Source: an optimization exercise on an open RTL-to-GDS flow (aim: small area, a short achievable clock period and few clock cycles). Production flows keep margins and buffers that such runs may drop. Where RTL was checked, it was by simulation tests only, not by an equivalence proof against the original. Power is estimated from default activity; no workload was simulated.

the baseline:
==> module rle_decoder, before the edit <==
module rle_decoder (
    input  wire        clk,
    input  wire        rst,
    input  wire        cmd_valid,
    output wire        cmd_ready,
    input  wire [1:0]  cmd_op,
    input  wire [7:0]  cmd_byte,
    input  wire [15:0] cmd_cap,
    output wire        out_valid,
    input  wire        out_ready,
    output wire [7:0]  out_byte,
    output wire [15:0] out_index,
    output wire        res_valid,
    output wire [1:0]  res_status,
    output wire [15:0] res_count
);
    localparam [1:0] OP_BYTE = 2'b01, OP_END = 2'b10, OP_INIT = 2'b11;
    localparam [1:0] ST_OK = 2'd0, ST_CAP = 2'd1, ST_TRUNC = 2'd2;
    localparam [7:0] MARKER = 8'h7E;
    reg        iv, rdy;
    reg [1:0]  iop;
    reg [7:0]  ib;
    reg        esc_pending;
    reg [2:0]  esc_run;
    reg [15:0] room;        
    reg [1:0]  status;
    reg [7:0]  prev;
    reg [15:0] out_count;
    reg        xu, xend, xinit, xh;
    reg [2:0]  xk;
    reg [7:0]  xd;
    reg        yv, yh;
    reg [2:0]  yc;
    reg [7:0]  yd;
    assign cmd_ready  = rdy;
    assign out_valid  = xu;
    assign out_byte   = prev;
    assign out_index  = out_count;
    assign res_valid  = xend;
    assign res_status = xd[1:0];
    assign res_count  = out_count;
    wire acc   = cmd_valid && rdy;
    wire xlast = (xk == 3'd0) || (xk == 3'd1 && !xh);
    wire xfree = !xu || (xlast && out_ready);
    wire xstep = xu && out_ready;
    wire ok      = (status == ST_OK);
    wire is_byte = (iop == OP_BYTE);
    wire       plain   = (ib != MARKER) && (ib[4:0] != 5'd31);
    wire       unit    = ok && (esc_pending || plain);
    wire [2:0] u_run   = esc_pending ? esc_run : ib[7:5];
    wire [7:0] u_delta = esc_pending ? ib : {3'd0, ib[4:0]};
    wire       room_hi = (room[15:3] != 13'd0);
    wire       room_nz = room_hi || (room[2:0] != 3'd0);
    wire       fits    = room_hi || (room[2:0] > u_run);      
    wire [4:0]  lo_left   = {1'b0, room[3:0]} + {2'b01, ~u_run};
    wire [11:0] hi_dec    = room[15:4] - 12'd1;
    wire [15:0] room_left = {lo_left[4] ? room[15:4] : hi_dec, lo_left[3:0]};
    reg       nv, nh;
    reg [2:0] nc;
    reg [7:0] nd;
    always @* begin
        nv = 1'b0; nh = 1'b0; nc = 3'd0; nd = u_delta;
        case (iop)
            OP_BYTE: begin
                nv = unit && room_nz;
                nh = fits;
                nc = fits ? u_run : room[2:0];
            end
            OP_END: begin
                nv = 1'b1;
                nd = {6'd0, (ok && esc_pending) ? ST_TRUNC : status};
            end
            OP_INIT: begin
                nv = 1'b1;
                nd = 8'd4;
            end
            default: ;
        endcase
    end
    wire n_c0 = is_byte && unit && room_nz && (u_run == 3'd0);
    wire go   = iv && (!yv || !nv);            
    wire ln   = iv && !yv && nv;               
    wire       lh = yv ? yh : nh;
    wire [2:0] lc = yv ? yc : nc;
    wire [7:0] ld = yv ? yd : nd;
    wire       lunit = yv ? (yh || yc != 3'd0) : (ln && (nh || nc != 3'd0));
    wire       lctl  = yv ? (!yh && yc == 3'd0) : (ln && !nh && nc == 3'd0);
    wire       l_c0  = yv ? (yh && yc == 3'd0) : (iv && n_c0);
    wire iv_next = acc || (iv && !go);
    wire yv_next = !xfree && (yv || ln);
    wire esc_next = (go && iop == OP_INIT) ? 1'b0 :
                    (go && is_byte && ok) ? (!esc_pending && ib != MARKER && ib[4:0] == 5'd31) :
                    esc_pending;
    wire st_bad  = !ok && !(go && iop == OP_INIT);
    wire quiet   = (cmd_op == 2'b00) ||
                   (cmd_op == OP_BYTE && (st_bad || (!esc_next &&
                    (cmd_byte == MARKER || cmd_byte[4:0] == 5'd31))));
    always @(posedge clk) begin
        if (rst) begin
            esc_pending <= 1'b0;
            room        <= 16'd0;
            status      <= ST_OK;
            xu    <= 1'b0;
            xend  <= 1'b0;
            xinit <= 1'b1;       
            yv    <= 1'b0;
            iv    <= 1'b0;
            rdy   <= 1'b1;
        end else begin
            if (acc) begin
                iop <= cmd_op;
                ib  <= cmd_byte;
            end
            iv  <= iv_next;
            rdy <= !(iv_next && yv_next && !(acc && quiet));
            if (xinit)
                out_count <= 16'd0;
            else if (xstep)
                out_count <= out_count + 16'd1;
            if (xfree && l_c0)
                prev <= (xinit ? 8'd0 : prev) ^ ld;
            else if (xinit)
                prev <= 8'd0;
            else if (xstep && xk == 3'd1 && xh)
                prev <= prev ^ xd;
            if (xfree) begin
                xu    <= lunit;
                xend  <= lctl && !ld[2];
                xinit <= lctl && ld[2];
                xh    <= lh && lc != 3'd0;
                xk    <= lc;
                xd    <= ld;
            end else if (xstep) begin
                if (xk != 3'd0) xk <= xk - 3'd1;
                if (xk == 3'd1) xh <= 1'b0;
            end
            if (!yv) begin
                yh <= nh; yc <= nc; yd <= nd;
            end
            yv <= yv_next;
            if (go) begin
                case (iop)
                    OP_BYTE: begin
                        if (ok && !esc_pending && ib != MARKER && ib[4:0] == 5'd31)
                            esc_run <= ib[7:5];
                        if (unit) begin
                            room <= room_left;
                            if (!fits) status <= ST_CAP;
                        end
                    end
                    OP_END: begin
                        if (ok && esc_pending) status <= ST_TRUNC;
                    end
                    OP_INIT: status <= ST_OK;
                    default: ;
                endcase
            end
            if (acc && cmd_op == OP_INIT) room <= cmd_cap;
            esc_pending <= esc_next;
        end
    end
endmodule
clock: 11.0 ns
lec_check: 0
abc_area: 1
cap_margin: 20
core_margin: 2
core_utilization: 70
cts_buf_list: sky130_fd_sc_hd__clkbuf_8
cts_cluster_diameter: 150
cts_cluster_size: 18
setup_slack_margin: 5
slew_margin: 20
standard.sh (not shown) runs the stock make flow with config.mk's settings and CLKGATE_MAP_FILE= SYNTH_SCRIPT=/design/flow/synth_recipe.tcl, a recipe that flattens the netlist after the stock synthesis.
==> flow/flow/run.sh <==
#!/bin/bash
# Standard ORFS layout, with faster port buffers (buf_4 in place of the
# default delay-cell buffer) and a deeper setup repair. Each make run's
# full output goes to a log file of its own in this folder.
set -euo pipefail
bash standard.sh synth > synth.log 2>&1
bash standard.sh \
    BUFFER_PORTS_ARGS="-buffer_cell sky130_fd_sc_hd__buf_4" \
    SETUP_SLACK_MARGIN=${FLOW_SETUP_MARGIN:-7.5} \
    finish > layout.log 2>&1
Testbench counts of the baseline, summed over its fixed seeds: cycles 31,223.
Input-level comparison between the candidate and the baseline:
diff --git a/flow/design.v b/flow/design.v
--- a/flow/design.v
+++ b/flow/design.v
@@ -268,35 +268,31 @@
     wire       lunit = yv ? (yh || yc != 3'd0) : (ln && (nh || nc != 3'd0));
     wire       lctl  = yv ? (!yh && yc == 3'd0) : (ln && !nh && nc == 3'd0);
     wire       l_c0  = yv ? (yh && yc == 3'd0) : (iv && n_c0);
     wire iv_next = acc || (iv && !go);
     wire yv_next = !xfree && (yv || ln);
-    wire esc_next = (go && iop == OP_INIT) ? 1'b0 :
-                    (go && is_byte && ok) ? (!esc_pending && ib != MARKER && ib[4:0] == 5'd31) :
-                    esc_pending;
-    wire st_bad  = !ok && !(go && iop == OP_INIT);
-    wire quiet   = (cmd_op == 2'b00) ||
-                   (cmd_op == OP_BYTE && (st_bad || (!esc_next &&
-                    (cmd_byte == MARKER || cmd_byte[4:0] == 5'd31))));
     always @(posedge clk) begin
         if (rst) begin
             esc_pending <= 1'b0;
+            esc_run     <= 3'd0;
             room        <= 16'd0;
             status      <= ST_OK;
+            prev        <= 8'd0;
+            out_count   <= 16'd0;
             xu    <= 1'b0;
             xend  <= 1'b0;
-            xinit <= 1'b1;       
+            xinit <= 1'b0;
             yv    <= 1'b0;
             iv    <= 1'b0;
             rdy   <= 1'b1;
         end else begin
             if (acc) begin
                 iop <= cmd_op;
                 ib  <= cmd_byte;
             end
             iv  <= iv_next;
-            rdy <= !(iv_next && yv_next && !(acc && quiet));
+            rdy <= !(iv_next && yv_next);
             if (xinit)
                 out_count <= 16'd0;
             else if (xstep)
                 out_count <= out_count + 16'd1;
             if (xfree && l_c0)
@@ -321,26 +317,39 @@
             end
             yv <= yv_next;
             if (go) begin
                 case (iop)
                     OP_BYTE: begin
-                        if (ok && !esc_pending && ib != MARKER && ib[4:0] == 5'd31)
-                            esc_run <= ib[7:5];
+                        if (ok) begin
+                            if (esc_pending)
+                                esc_pending <= 1'b0;
+                            else if (ib != MARKER && ib[4:0] == 5'd31) begin
+                                esc_pending <= 1'b1;
+                                esc_run     <= ib[7:5];
+                            end
+                        end
                         if (unit) begin
-                            room <= room_left;
-                            if (!fits) status <= ST_CAP;
+                            if (fits) begin
+                                room <= room_left;
+                            end else begin
+                                room   <= 16'd0;
+                                status <= ST_CAP;
+                            end
                         end
                     end
                     OP_END: begin
                         if (ok && esc_pending) status <= ST_TRUNC;
                     end
-                    OP_INIT: status <= ST_OK;
+                    OP_INIT: begin
+                        esc_pending <= 1'b0;
+                        esc_run     <= 3'd0;
+                        status      <= ST_OK;
+                    end
                     default: ;
                 endcase
             end
             if (acc && cmd_op == OP_INIT) room <= cmd_cap;
-            esc_pending <= esc_next;
         end
     end
 endmodule
 module rle_codec (
     input  wire        clk,
Notes after the runs:
Taking the baseline as the reference, in the candidate count of clock-buffer cells in the layout moved down, core utilization down 1.3 points, synthesized cell count now sits higher, total power has increased, met1 wire length dropped 210 um.
Diff the baseline -> the candidate: clock period minus worst slack decreased 0.075 ns, first-pass GRT wire length level, total routed wirelength picked up an extra 0.76%.
| clock share of power | the candidate vs the baseline | 0.6 points lower |
Summary of the comparison: final standard cell area without fillers is higher in the candidate, relative to the baseline.
Looking only at share of the final layout cell area in multi-input gates, and setting everything else aside, the higher value of the baseline and the candidate goes to the candidate.
Compared to the baseline, the candidate has count of cells along the worst register-to-register path 9 higher.
Worst hold slack: the candidate vs the baseline down 0.0057 ns
Testbench counts of the candidate, summed over its fixed seeds: cycles 31,396.

---

trial 23:
rle_codec with an RTL version that a note above also has.
For scale: roughly 1,300 cells after synthesis, ~97 I/O pins, roughly 13,000 sq um of cells after synthesis.
==> module rle_decoder, before the edit <==
module rle_decoder (
    input  wire        clk,
    input  wire        rst,
    input  wire        cmd_valid,
    output wire        cmd_ready,
    input  wire [1:0]  cmd_op,
    input  wire [7:0]  cmd_byte,
    input  wire [15:0] cmd_cap,
    output wire        out_valid,
    input  wire        out_ready,
    output wire [7:0]  out_byte,
    output wire [15:0] out_index,
    output wire        res_valid,
    output wire [1:0]  res_status,
    output wire [15:0] res_count
);
    localparam [1:0] OP_BYTE = 2'b01, OP_END = 2'b10, OP_INIT = 2'b11;
    localparam [1:0] ST_OK = 2'd0, ST_CAP = 2'd1, ST_TRUNC = 2'd2;
    localparam [7:0] MARKER = 8'h7E;
    reg        iv, rdy;
    reg [1:0]  iop;
    reg [7:0]  ib;
    reg        esc_pending;
    reg [2:0]  esc_run;
    reg [15:0] room;        
    reg [1:0]  status;
    reg [7:0]  prev;
    reg [15:0] out_count;
    reg        xu, xend, xinit, xh;
    reg [2:0]  xk;
    reg [7:0]  xd;
    reg        yv, yh;
    reg [2:0]  yc;
    reg [7:0]  yd;
    assign cmd_ready  = rdy;
    assign out_valid  = xu;
    assign out_byte   = prev;
    assign out_index  = out_count;
    assign res_valid  = xend;
    assign res_status = xd[1:0];
    assign res_count  = out_count;
    wire acc   = cmd_valid && rdy;
    wire xlast = (xk == 3'd0) || (xk == 3'd1 && !xh);
    wire xfree = !xu || (xlast && out_ready);
    wire xstep = xu && out_ready;
    wire ok      = (status == ST_OK);
    wire is_byte = (iop == OP_BYTE);
    wire       plain   = (ib != MARKER) && (ib[4:0] != 5'd31);
    wire       unit    = ok && (esc_pending || plain);
    wire [2:0] u_run   = esc_pending ? esc_run : ib[7:5];
    wire [7:0] u_delta = esc_pending ? ib : {3'd0, ib[4:0]};
    wire       room_hi = (room[15:3] != 13'd0);
    wire       room_nz = room_hi || (room[2:0] != 3'd0);
    wire       fits    = room_hi || (room[2:0] > u_run);      
    wire [4:0]  lo_left   = {1'b0, room[3:0]} + {2'b01, ~u_run};
    wire [11:0] hi_dec    = room[15:4] - 12'd1;
    wire [15:0] room_left = {lo_left[4] ? room[15:4] : hi_dec, lo_left[3:0]};
    reg       nv, nh;
    reg [2:0] nc;
    reg [7:0] nd;
    always @* begin
        nv = 1'b0; nh = 1'b0; nc = 3'd0; nd = u_delta;
        case (iop)
            OP_BYTE: begin
                nv = unit && room_nz;
                nh = fits;
                nc = fits ? u_run : room[2:0];
            end
            OP_END: begin
                nv = 1'b1;
                nd = {6'd0, (ok && esc_pending) ? ST_TRUNC : status};
            end
            OP_INIT: begin
                nv = 1'b1;
                nd = 8'd4;
            end
            default: ;
        endcase
    end
    wire n_c0 = is_byte && unit && room_nz && (u_run == 3'd0);
    wire go   = iv && (!yv || !nv);            
    wire ln   = iv && !yv && nv;               
    wire       lh = yv ? yh : nh;
    wire [2:0] lc = yv ? yc : nc;
    wire [7:0] ld = yv ? yd : nd;
    wire       lunit = yv ? (yh || yc != 3'd0) : (ln && (nh || nc != 3'd0));
    wire       lctl  = yv ? (!yh && yc == 3'd0) : (ln && !nh && nc == 3'd0);
    wire       l_c0  = yv ? (yh && yc == 3'd0) : (iv && n_c0);
    wire iv_next = acc || (iv && !go);
    wire yv_next = !xfree && (yv || ln);
    always @(posedge clk) begin
        if (rst) begin
            esc_pending <= 1'b0;
            esc_run     <= 3'd0;
            room        <= 16'd0;
            status      <= ST_OK;
            prev        <= 8'd0;
            out_count   <= 16'd0;
            xu    <= 1'b0;
            xend  <= 1'b0;
            xinit <= 1'b0;
            yv    <= 1'b0;
            iv    <= 1'b0;
            rdy   <= 1'b1;
        end else begin
            if (acc) begin
                iop <= cmd_op;
                ib  <= cmd_byte;
            end
            iv  <= iv_next;
            rdy <= !(iv_next && yv_next);
            if (xinit)
                out_count <= 16'd0;
            else if (xstep)
                out_count <= out_count + 16'd1;
            if (xfree && l_c0)
                prev <= (xinit ? 8'd0 : prev) ^ ld;
            else if (xinit)
                prev <= 8'd0;
            else if (xstep && xk == 3'd1 && xh)
                prev <= prev ^ xd;
            if (xfree) begin
                xu    <= lunit;
                xend  <= lctl && !ld[2];
                xinit <= lctl && ld[2];
                xh    <= lh && lc != 3'd0;
                xk    <= lc;
                xd    <= ld;
            end else if (xstep) begin
                if (xk != 3'd0) xk <= xk - 3'd1;
                if (xk == 3'd1) xh <= 1'b0;
            end
            if (!yv) begin
                yh <= nh; yc <= nc; yd <= nd;
            end
            yv <= yv_next;
            if (go) begin
                case (iop)
                    OP_BYTE: begin
                        if (ok) begin
                            if (esc_pending)
                                esc_pending <= 1'b0;
                            else if (ib != MARKER && ib[4:0] == 5'd31) begin
                                esc_pending <= 1'b1;
                                esc_run     <= ib[7:5];
                            end
                        end
                        if (unit) begin
                            if (fits) begin
                                room <= room_left;
                            end else begin
                                room   <= 16'd0;
                                status <= ST_CAP;
                            end
                        end
                    end
                    OP_END: begin
                        if (ok && esc_pending) status <= ST_TRUNC;
                    end
                    OP_INIT: begin
                        esc_pending <= 1'b0;
                        esc_run     <= 3'd0;
                        status      <= ST_OK;
                    end
                    default: ;
                endcase
            end
            if (acc && cmd_op == OP_INIT) room <= cmd_cap;
        end
    end
endmodule
export LEC_CHECK = 0
export ABC_AREA = 1
export CAP_MARGIN = 20
export CORE_MARGIN = 2
export CORE_UTILIZATION = 80
export CTS_BUF_LIST = sky130_fd_sc_hd__clkbuf_8
export CTS_CLUSTER_DIAMETER = 150
export CTS_CLUSTER_SIZE = 18
export SETUP_SLACK_MARGIN = 5
export SLEW_MARGIN = 20
create_clock -name core_clock -period 11.0 [get_ports {clk}]
==> flow/flow/run.sh <==
#!/bin/bash
# Standard ORFS layout, with faster port buffers (buf_4 in place of the
# default delay-cell buffer) and a deeper setup repair. Each make run's
# full output goes to a log file of its own in this folder.
set -euo pipefail
bash standard.sh synth > synth.log 2>&1
bash standard.sh \
    BUFFER_PORTS_ARGS="-buffer_cell sky130_fd_sc_hd__buf_2" \
    SETUP_SLACK_MARGIN=${FLOW_SETUP_MARGIN:-7.5} \
    finish > layout.log 2>&1
Trial 23 closes out successfully: all stages finished, all timing, DRC and antenna checks passed.
Testbench counts of trial 23, summed over its fixed seeds: cycles 31,396.
Input-level comparison between build 19 and trial 23:
==> flow/design.v, changed modules only <==
module rle_decoder (
    input  wire        clk,
    input  wire        rst,
    input  wire        cmd_valid,
    output wire        cmd_ready,
    input  wire [1:0]  cmd_op,
    input  wire [7:0]  cmd_byte,
    input  wire [15:0] cmd_cap,
    output wire        out_valid,
    input  wire        out_ready,
    output wire [7:0]  out_byte,
    output wire [15:0] out_index,
    output wire        res_valid,
    output wire [1:0]  res_status,
    output wire [15:0] res_count
);
    localparam [1:0] OP_BYTE = 2'b01, OP_END = 2'b10, OP_INIT = 2'b11;
    localparam [1:0] ST_OK = 2'd0, ST_CAP = 2'd1, ST_TRUNC = 2'd2;
    localparam [7:0] MARKER = 8'h7E;
    reg        iv, rdy;
    reg [1:0]  iop;
    reg [7:0]  ib;
    reg        esc_pending;
    reg [2:0]  esc_run;
    reg [15:0] room;        
    reg [1:0]  status;
    reg [7:0]  prev;
    reg [15:0] out_count;
    reg        xu, xend, xinit, xh;
    reg [2:0]  xk;
    reg [7:0]  xd;
    reg        yv, yh;
    reg [2:0]  yc;
    reg [7:0]  yd;
    assign cmd_ready  = rdy;
    assign out_valid  = xu;
    assign out_byte   = prev;
    assign out_index  = out_count;
    assign res_valid  = xend;
    assign res_status = xd[1:0];
    assign res_count  = out_count;
    wire acc   = cmd_valid && rdy;
    wire xlast = (xk == 3'd0) || (xk == 3'd1 && !xh);
    wire xfree = !xu || (xlast && out_ready);
    wire xstep = xu && out_ready;
    wire ok      = (status == ST_OK);
    wire is_byte = (iop == OP_BYTE);
    wire       plain   = (ib != MARKER) && (ib[4:0] != 5'd31);
    wire       unit    = ok && (esc_pending || plain);
    wire [2:0] u_run   = esc_pending ? esc_run : ib[7:5];
    wire [7:0] u_delta = esc_pending ? ib : {3'd0, ib[4:0]};
    wire       room_hi = (room[15:3] != 13'd0);
    wire       room_nz = room_hi || (room[2:0] != 3'd0);
    wire       fits    = room_hi || (room[2:0] > u_run);      
    wire [4:0]  lo_left   = {1'b0, room[3:0]} + {2'b01, ~u_run};
    wire [11:0] hi_dec    = room[15:4] - 12'd1;
    wire [15:0] room_left = {lo_left[4] ? room[15:4] : hi_dec, lo_left[3:0]};
    reg       nv, nh;
    reg [2:0] nc;
    reg [7:0] nd;
    always @* begin
        nv = 1'b0; nh = 1'b0; nc = 3'd0; nd = u_delta;
        case (iop)
            OP_BYTE: begin
                nv = unit && room_nz;
                nh = fits;
                nc = fits ? u_run : room[2:0];
            end
            OP_END: begin
                nv = 1'b1;
                nd = {6'd0, (ok && esc_pending) ? ST_TRUNC : status};
            end
            OP_INIT: begin
                nv = 1'b1;
                nd = 8'd4;
            end
            default: ;
        endcase
    end
    wire n_c0 = is_byte && unit && room_nz && (u_run == 3'd0);
    wire go   = iv && (!yv || !nv);            
    wire ln   = iv && !yv && nv;               
    wire       lh = yv ? yh : nh;
    wire [2:0] lc = yv ? yc : nc;
    wire [7:0] ld = yv ? yd : nd;
    wire       lunit = yv ? (yh || yc != 3'd0) : (ln && (nh || nc != 3'd0));
    wire       lctl  = yv ? (!yh && yc == 3'd0) : (ln && !nh && nc == 3'd0);
    wire       l_c0  = yv ? (yh && yc == 3'd0) : (iv && n_c0);
    wire iv_next = acc || (iv && !go);
    wire yv_next = !xfree && (yv || ln);
    wire esc_next = (go && iop == OP_INIT) ? 1'b0 :
                    (go && is_byte && ok) ? (!esc_pending && ib != MARKER && ib[4:0] == 5'd31) :
                    esc_pending;
    wire st_bad  = !ok && !(go && iop == OP_INIT);
    wire quiet   = (cmd_op == 2'b00) ||
                   (cmd_op == OP_BYTE && (st_bad || (!esc_next &&
                    (cmd_byte == MARKER || cmd_byte[4:0] == 5'd31))));
    always @(posedge clk) begin
        if (rst) begin
            esc_pending <= 1'b0;
            esc_run     <= 3'd0;
            room        <= 16'd0;
            status      <= ST_OK;
            prev        <= 8'd0;
            out_count   <= 16'd0;
            xu    <= 1'b0;
            xend  <= 1'b0;
            xinit <= 1'b0;
            yv    <= 1'b0;
            iv    <= 1'b0;
            rdy   <= 1'b1;
        end else begin
            if (acc) begin
                iop <= cmd_op;
                ib  <= cmd_byte;
            end
            iv  <= iv_next;
            rdy <= !(iv_next && yv_next && !(acc && quiet));
            if (xinit)
                out_count <= 16'd0;
            else if (xstep)
                out_count <= out_count + 16'd1;
            if (xfree && l_c0)
                prev <= (xinit ? 8'd0 : prev) ^ ld;
            else if (xinit)
                prev <= 8'd0;
            else if (xstep && xk == 3'd1 && xh)
                prev <= prev ^ xd;
            if (xfree) begin
                xu    <= lunit;
                xend  <= lctl && !ld[2];
                xinit <= lctl && ld[2];
                xh    <= lh && lc != 3'd0;
                xk    <= lc;
                xd    <= ld;
            end else if (xstep) begin
                if (xk != 3'd0) xk <= xk - 3'd1;
                if (xk == 3'd1) xh <= 1'b0;
            end
            if (!yv) begin
                yh <= nh; yc <= nc; yd <= nd;
            end
            yv <= yv_next;
            if (go) begin
                case (iop)
                    OP_BYTE: begin
                        if (ok && !esc_pending && ib != MARKER && ib[4:0] == 5'd31)
                            esc_run <= ib[7:5];
                        if (unit) begin
                            if (fits) begin
                                room <= room_left;
                            end else begin
                                room   <= 16'd0;
                                status <= ST_CAP;
                            end
                        end
                    end
                    OP_END: begin
                        if (ok && esc_pending) status <= ST_TRUNC;
                    end
                    OP_INIT: begin
                        esc_run     <= 3'd0;
                        status      <= ST_OK;
                    end
                    default: ;
                endcase
            end
            if (acc && cmd_op == OP_INIT) room <= cmd_cap;
            esc_pending <= esc_next;
        end
    end
endmodule
==> notes.md <==
Build 19 vs trial 23: share of final-layout standard cells stronger than drive strength 1 up in build 19. Summary of build 19 over trial 23: number of instances in the synthesized netlist decreased by about 2.6% relative to the old numbers, combinational power decreased by about 30% relative to the old numbers, non-clock buffer count increased by 2.0% relative to the old numbers, critical path data required time increased by 200 ps relative to the old numbers. Build 19 vs trial 23 — headroom to the max-slew limit dropped 4.5 points. rst as the critical path startpoint was reported by trial 23, and dec_cmd_op[0] by build 19. From trial 23 to build 19 the numbers moved as follows: via count dropped 227; largest driver fanout on the critical path shows a reduction of 24; maximum VDD drop went up about 4.5%. In build 19, number of global-route vias before repair is lower than in trial 23. Going from trial 23 to build 19, floorplan die height shrank slightly.
Function not checked in build 19: the RTL went through the layout flow alone.

==> port drivers added, routing unchanged <==
How much do the figures lean on ideal ports? The routed layouts below were timed once more, with nothing changed but the port constraints. Step 1, drivers: a clkbuf_16 drives clk and a buf_2 each remaining input, both assumed. Step 2 times the ports against the registers' clock, not the clock port: input delays grow and output delays shrink by t, the midpoint of the rising clock arrivals with the driver on. Three values: ideal, step 1, step 2; two values: the first two.
run | t (ns) | setup slack, ns | hold slack, ns | latest minus earliest clock arrival (ns)
the baseline | 0.571 | 7.563 / 7.523 / 7.092 | 0.422 / 0.422 / 0.422 | 0.018 / 0.018
the candidate | 0.595 | 7.639 / 7.595 / 7.089 | 0.416 / 0.416 / 0.416 | 0.028 / 0.028
trial 23 | 0.577 | 7.605 / 7.592 / 7.038 | 0.421 / 0.421 / 0.421 | 0.019 / 0.019
build 19 | 0.569 | 7.590 / 7.559 / 7.041 | 0.419 / 0.419 / 0.419 | 0.018 / 0.018
After both steps every run listed still meets setup and hold. The setup slack of trial 23, which loses most, moves by -0.013 ns with the drivers and by -0.567 ns with both steps.
